This design comes from an exercise in tuning for small area, a short achievable clock period and few clock cycles on the open sky130 flow, not from production work. The RTL was checked by simulation tests, not by an equivalence proof against the original design. Power figures rest on the tool's default switching activity, not on a simulated workload.

==> 03-13: inputs <==
==> flow/design.v <==
module bsq_core (
    input  wire        clk,
    input  wire        rst,
    input  wire        cmd_valid,
    output wire        cmd_ready,
    input  wire [31:0] cmd,
    input  wire [63:0] data,
    output wire        rsp_valid,
    input  wire        rsp_ready,
    output wire [1:0]  rsp,
    output wire [63:0] result,
    output wire        fault_o
);
    reg [511:0] bufq;            
    reg [9:0]   wpos;            
    reg [9:0]   upos;            
    reg [6:0]   ulen;
    reg         fault;
    reg [3:0]   cause;
    reg         s_idle, s_dr, s_dr1, s_resp;
    reg         brd_q;           
    reg         first_q;         
    reg [1:0]   rsp_q;
    reg [3:0]   fc_q;            
    reg         ok_q;            
    reg         res_q;           
    reg         o_w, o_r, o_uinit, o_w0, o_pnew, o_bwr;
    reg [5:0]   nb_q;            
    reg         sg_q;            
    reg [63:0]  dq;              
    reg [57:0]  win_q;           
    reg         wv_q;            
    reg         wr2_q;           
    reg [8:0]   wp_q;            
    reg [8:0]   rp_q;            
    reg [7:0]   rlo_q;           
    reg         wph_q;           
    reg [5:0]   toff_q;          
    reg [5:0]   amt_q;           
    wire [7:0]  rhi_q = {rlo_q[6:0], 1'b0};      
    assign cmd_ready = s_idle && !rst;
    assign rsp_valid = s_resp;
    assign fault_o   = fault;
    assign rsp       = rsp_q;
    integer j, k;
    assign result = {64{ok_q && res_q}} & dq;
    reg [63:0] ge;               
    reg [63:0] lo, hi, vin, r1, r2, rot;
    always @(*) begin
        for (j = 0; j < 64; j = j + 1)
            ge[j] = (j >= toff_q);
        lo = 64'd0;
        hi = 64'd0;
        for (k = 0; k < 8; k = k + 1) begin
            lo = lo | (bufq[64*k +: 64] & {64{rlo_q[k]}});
            hi = hi | (bufq[64*k +: 64] & {64{rhi_q[k]}});
        end
        for (j = 0; j < 64; j = j + 1)
            vin[j] = wph_q ? dq[j] : (ge[j] ? lo[j] : hi[j]);
        for (j = 0; j < 64; j = j + 1)
            case (amt_q[5:4])
                2'd0: r1[j] = vin[j];
                2'd1: r1[j] = vin[(j + 16) % 64];
                2'd2: r1[j] = vin[(j + 32) % 64];
                default: r1[j] = vin[(j + 48) % 64];
            endcase
        for (j = 0; j < 64; j = j + 1)
            case (amt_q[3:2])
                2'd0: r2[j] = r1[j];
                2'd1: r2[j] = r1[(j + 4) % 64];
                2'd2: r2[j] = r1[(j + 8) % 64];
                default: r2[j] = r1[(j + 12) % 64];
            endcase
        for (j = 0; j < 64; j = j + 1)
            case (amt_q[1:0])
                2'd0: rot[j] = r2[j];
                2'd1: rot[j] = r2[(j + 1) % 64];
                2'd2: rot[j] = r2[(j + 2) % 64];
                default: rot[j] = r2[(j + 3) % 64];
            endcase
    end
    wire [57:0] win = rot[57:0];
    wire        accept = cmd_valid && cmd_ready;
    wire [3:0]  op     = cmd[3:0];
    wire [5:0]  nbits  = cmd[9:4];
    wire [21:0] addr   = cmd[31:10];
    wire        nb_z   = (nbits == 6'd0);
    wire        ahi_z  = (addr[21:6] == 16'd0);
    wire        ad_z   = ahi_z && (addr[5:0] == 6'd0);
    wire op_stat = (op == 4'h0), op_pnew = (op == 4'h1), op_prst = (op == 4'h2),
         op_add  = (op == 4'h3), op_adds = (op == 4'h4), op_uinit = (op == 4'h5),
         op_read = (op == 4'h6), op_reads = (op == 4'h7), op_brd = (op == 4'h8),
         op_bwr  = (op == 4'h9), op_wpos = (op == 4'hA), op_plen = (op == 4'hB),
         op_rpos = (op == 4'hC), op_ulenr = (op == 4'hD);
    wire op_bitw = op_add | op_adds;
    wire op_bitr = op_read | op_reads;
    wire op_byte = op_brd | op_bwr;
    wire op_q    = op_stat | op_wpos | op_plen | op_rpos | op_ulenr;
    wire bad_cmd = ((op_q | op_pnew | op_prst | op_uinit) & !(nb_z && ad_z)) |
                   ((op_bitw | op_bitr) & !ad_z) |
                   (op_byte & !nb_z) |
                   (op[3:1] == 3'b111);
    wire is_query = op_q & nb_z & ad_z;
    wire        sgn       = op_adds | op_reads;
    wire        bad_width = (nbits > 6'd57);
    wire [6:0]  wroom     = (!wpos[9] && !(wpos[8:6] == 3'd7 && wpos[5:0] != 6'd0)) ? 7'd64 : {1'b0, 6'd0 - wpos[5:0]};
    wire [6:0]  uroom     = (!upos[9] && !(upos[8:6] == 3'd7 && upos[5:0] != 6'd0)) ? 7'd64 : {1'b0, 6'd0 - upos[5:0]};
    wire        wr_ovf    = !wroom[6] && (sgn ? (nbits >= wroom[5:0]) : (nbits > wroom[5:0]));
    wire        rd_ovf    = !uroom[6] && (sgn ? (nbits >= uroom[5:0]) : (nbits > uroom[5:0]));
    wire        bad_len   = (data[63:7] != 57'd0) || (data[6] && data[5:0] != 6'd0);
    wire rej = fault && !is_query;
    reg [3:0] fcause;
    always @(*) begin
        if (bad_cmd)                                fcause = 4'd4;
        else if ((op_bitw | op_bitr) && bad_width)  fcause = 4'd3;
        else if (op_byte && !ahi_z)                 fcause = 4'd5;
        else if (op_uinit && bad_len)               fcause = 4'd6;
        else if (op_bitw && wr_ovf)                 fcause = 4'd1;
        else if (op_bitr && rd_ovf)                 fcause = 4'd2;
        else                                        fcause = 4'd0;
    end
    wire        in_dr  = s_dr1;
    wire [5:0]  rn     = in_dr ? nb_q : nbits;
    wire        rs     = in_dr ? sg_q : op_reads;
    reg [56:0] mask;
    always @(*)
        for (j = 0; j < 57; j = j + 1)
            mask[j] = (rn > j);
    reg [56:0] dpre;
    always @(*) begin
        dpre[0] = 1'b0;
        for (j = 1; j < 57; j = j + 1)
            dpre[j] = dpre[j-1] | data[j-1];
    end
    wire [56:0] dmag   = data[56:0] ^ ({57{data[63]}} & dpre);
    wire [57:0] wval_d = op_adds ? {dmag & mask, data[63]} :
                         op_bwr  ? {50'd0, data[7:0]} :
                                   {1'b0, data[56:0] & mask};
    wire [56:0] rmag = (rs ? win_q[57:1] : win_q[56:0]) & mask;
    reg  [63:0] rpre;
    always @(*) begin
        rpre[0] = 1'b0;
        for (j = 1; j < 64; j = j + 1)
            rpre[j] = rpre[j-1] | ((j <= 57) ? rmag[j-1] : 1'b0);
    end
    wire [63:0] rres = {7'd0, rmag} ^ ({64{rs && win_q[0]}} & rpre);
    wire [6:0]  plen = wpos[9:3] + {6'd0, (wpos[2:0] != 3'd0)};
    wire        more = (upos[9:3] < ulen);
    reg [63:0] dq_acc;
    always @(*) begin
        dq_acc = 64'd0;
        if (op_stat)  dq_acc[7:0] = {cause, 2'b00, more, fault};
        if (op_wpos)  dq_acc[9:0] = wpos;
        if (op_plen)  dq_acc[6:0] = plen;
        if (op_rpos)  dq_acc[9:0] = upos;
        if (op_ulenr) dq_acc[6:0] = ulen;
        if (op_uinit) dq_acc[6:0] = data[6:0];
        if (op_bitr)  dq_acc = rres;
        if (op_bitw | op_bwr) dq_acc[57:0] = wval_d;
    end
    wire ex = first_q && ok_q;
    reg [9:0] wpos_n, upos_n;
    always @(*) begin
        wpos_n = wpos;
        upos_n = upos;
        if (rst) begin
            wpos_n = 10'd0;
            upos_n = 10'd0;
        end else if (ex) begin
            if (o_w0)
                wpos_n = 10'd0;
            if (o_w)
                wpos_n = wpos + {4'd0, nb_q} + {9'd0, sg_q};
            if (o_uinit)
                upos_n = 10'd0;
            if (o_r)
                upos_n = upos + {4'd0, nb_q} + {9'd0, sg_q};
        end
    end
    wire [9:0] uspec  = upos + {4'd0, nbits} + {9'd0, sgn};
    reg  [8:0] rp_n;
    always @(*) begin
        rp_n = upos_n[8:0];
        if (accept) begin
            if (op_brd)
                rp_n = {addr[5:0], 3'b000};
            else if (op_bitr && wv_q)
                rp_n = uspec[8:0];
            else if (op_uinit)
                rp_n = 9'd0;
            else
                rp_n = upos[8:0];
        end
    end
    wire       wph_n  = !rst && ((accept && (op_bitw || op_bwr)) || (first_q && o_w));
    wire [5:0] woff_n = accept ? (op_bwr ? {addr[2:0], 3'b000} : wpos[5:0]) : wp_q[5:0];
    always @(posedge clk) begin
        wpos   <= wpos_n;
        upos   <= upos_n;
        rp_q   <= rp_n;
        win_q  <= win;
        wv_q   <= !rst && !wph_q && !(ex && o_pnew) && (rp_q == upos_n[8:0]);
        for (k = 0; k < 8; k = k + 1)
            rlo_q[k] <= (rp_n[8:6] == k);
        wph_q  <= wph_n;
        toff_q <= wph_n ? woff_n : rp_n[5:0];
        amt_q  <= wph_n ? (6'd0 - woff_n) : rp_n[5:0];
        wr2_q  <= !rst && ex && o_w;
        first_q <= accept;
        if (accept)
            wp_q <= op_bwr ? {addr[5:0], 3'b000} : wpos[8:0];
        else if (first_q)
            wp_q[8:6] <= wp_q[8:6] + 3'd1;
        if (rst) begin
            ulen   <= 7'd0;
            fault  <= 1'b0;
            cause  <= 4'd0;
            s_idle <= 1'b1;
            s_dr   <= 1'b0;
            s_dr1  <= 1'b0;
            s_resp <= 1'b0;
        end else begin
            if (ex && o_uinit)
                ulen <= dq[6:0];
            if (first_q && !ok_q && fc_q != 4'd0) begin
                fault <= 1'b1;
                cause <= fc_q;
            end
            if (accept) begin
                s_idle <= 1'b0;
                s_dr   <= op_brd || (op_bitr && !wv_q);
                s_resp <= !(op_brd || (op_bitr && !wv_q));
                brd_q  <= op_brd;
            end else if (s_dr) begin
                s_dr   <= 1'b0;
                s_dr1  <= !brd_q;
                s_resp <= brd_q;
            end else if (s_dr1) begin
                s_dr1  <= 1'b0;
                s_resp <= 1'b1;
            end else if (s_resp && rsp_ready) begin
                s_resp <= 1'b0;
                s_idle <= 1'b1;
            end
        end
        if (accept) begin
            rsp_q   <= rej ? 2'd2 : (fcause != 4'd0) ? 2'd1 : 2'd0;
            ok_q    <= !rej && (fcause == 4'd0);
            fc_q    <= rej ? 4'd0 : fcause;
            res_q   <= op_q || op_bitr || op_brd;
            o_w     <= op_bitw;
            o_r     <= op_bitr;
            o_uinit <= op_uinit;
            o_w0    <= op_pnew || op_prst;
            o_pnew  <= op_pnew;
            o_bwr   <= op_bwr;
            nb_q    <= op_brd ? 6'd8 : nbits;
            sg_q    <= sgn;
            dq      <= dq_acc;
        end else if (s_dr) begin
            dq      <= {56'd0, win[7:0]};
        end else if (s_dr1) begin
            dq      <= rres;
        end
    end
    wire       wen = ((ex && (o_w || o_bwr)) || wr2_q) && !rst;
    reg [63:0] wbits;
    reg [7:0]  ws;
    reg [63:0] keep;
    always @(*) begin
        for (j = 0; j < 64; j = j + 1)
            wbits[j] = rot[j] & (wr2_q ? !ge[j] : ge[j]);
        for (k = 0; k < 8; k = k + 1)
            ws[k] = wen && (wp_q[8:6] == k);
        for (k = 0; k < 64; k = k + 1)
            keep[k] = !(rst || (ex && o_pnew) || (ex && o_bwr && wp_q[8:3] == k));
    end
    integer p;
    always @(posedge clk)
        for (p = 0; p < 512; p = p + 1)
            bufq[p] <= (bufq[p] & keep[p/8]) | (ws[p/64] & wbits[p%64]);
endmodule
==> flow/run.sh <==
#!/bin/bash
# synth_recipe.tcl (not shown) runs the flow's synth.tcl, then flattens the netlist and writes it again
# the make line also repeats each setting of config.mk as NAME=value (left out here)
make -C /OpenROAD-flow-scripts/flow DESIGN_CONFIG=/design/flow/config.mk WORK_HOME=/design/flow/orfs CLKGATE_MAP_FILE= SYNTH_SCRIPT=/design/flow/synth_recipe.tcl finish
==> flow/config.mk <==
export PLATFORM = sky130hd
export DESIGN_NAME = bsq_core
export DESIGN_NICKNAME = bsq_core
export VERILOG_FILES = /design/flow/design.v
export SDC_FILE = /design/flow/constraint.sdc
export NUM_CORES = 4
export LEC_CHECK = 0
export ABC_CLOCK_PERIOD_IN_PS = 4000
export CAP_MARGIN = 20
export CORE_MARGIN = 2
export CORE_UTILIZATION = 40
export SETUP_SLACK_MARGIN = 5
export SLEW_MARGIN = 20
==> flow/constraint.sdc <==
create_clock -name core_clock -period 10.0 [get_ports {clk}]
set_input_delay 2.0000 -clock core_clock [delete_from_list [all_inputs] [get_ports {clk}]]
set_output_delay 2.0000 -clock core_clock [all_outputs]
set_load 0.01 [all_outputs]
==> 08-04: changes against 03-13 <==
--- a/flow/config.mk
+++ b/flow/config.mk
@@ -7,6 +7,7 @@
 export LEC_CHECK = 0
-export ABC_CLOCK_PERIOD_IN_PS = 4000
 export CAP_MARGIN = 20
 export CORE_MARGIN = 2
-export CORE_UTILIZATION = 40
+export CORE_UTILIZATION = 50
+export CTS_CLUSTER_DIAMETER = 150
+export CTS_CLUSTER_SIZE = 20
 export SETUP_SLACK_MARGIN = 5
==> notes <==
08-04 finished clean. 03-13 passed the timing, design-rule and antenna checks. Fmax: 03-13 is higher than 08-04 (1.6%). Of 03-13 and 08-04, 03-13 has the higher die area (gap about 25%, measured against 08-04). In hold slack, 08-04 and 03-13 hardly differ. Setup slack: 08-04 is lower than 03-13 (0.082 ns). In 08-04 the routed wire length is smaller than in 03-13, by about 4.4%. Of 08-04 and 03-13, 08-04 has the higher non-clock buffer count (gap 21). Critical path depth is the same in 08-04 and 03-13. Of 08-04 and 03-13, 03-13 has the higher total power (gap about 20%, measured against 03-13). In sequential power, 08-04 and 03-13 hardly differ. Of 08-04 and 03-13, 03-13 has the higher count of clock-buffer cells in the layout (gap 63). Of 08-04 and 03-13, 08-04 has the higher utilization (gap 9.2 points).
Testbench counts of 03-13, summed over its fixed seeds: cycles 8,678.
Testbench counts of 08-04, summed over its fixed seeds: cycles 8,678.

what the ideal ports hide:
No port has a modelled driver above. Below, the same layouts with a new extraction and two added sets of constraints. Step 1: set_driving_cell puts a clkbuf_16 on clk and a buf_2 on each other input, an assumption about the parent block. Step 2 adds t to the input delays and takes it off the output delays; t is the mean of the earliest and latest rising clock arrival at the registers after step 1. Input paths then give back, and output paths get back, about the clock's delay inside the block. Three values: ideal ports, drivers, drivers and shift; two values: the first two.
| run | shift t [ns] | setup WS [ns] | hold slack, ns | slew at the worst register clock pin (ns) | cell pins on the clock port's net |
|---|---|---|---|---|---|
| 03-13 | 0.772 | 4.877 / 4.877 / 4.317 | 0.455 / 0.455 / 0.455 | 0.07 / 0.07 | 1 |
| 08-04 | 0.728 | 4.795 / 4.795 / 4.405 | 0.454 / 0.454 / 0.454 | 0.11 / 0.11 | 1 |
After both steps every run listed still meets setup and hold. The setup slack of 03-13, which loses most, moves by 0.000 ns with the drivers and by -0.560 ns with both steps.
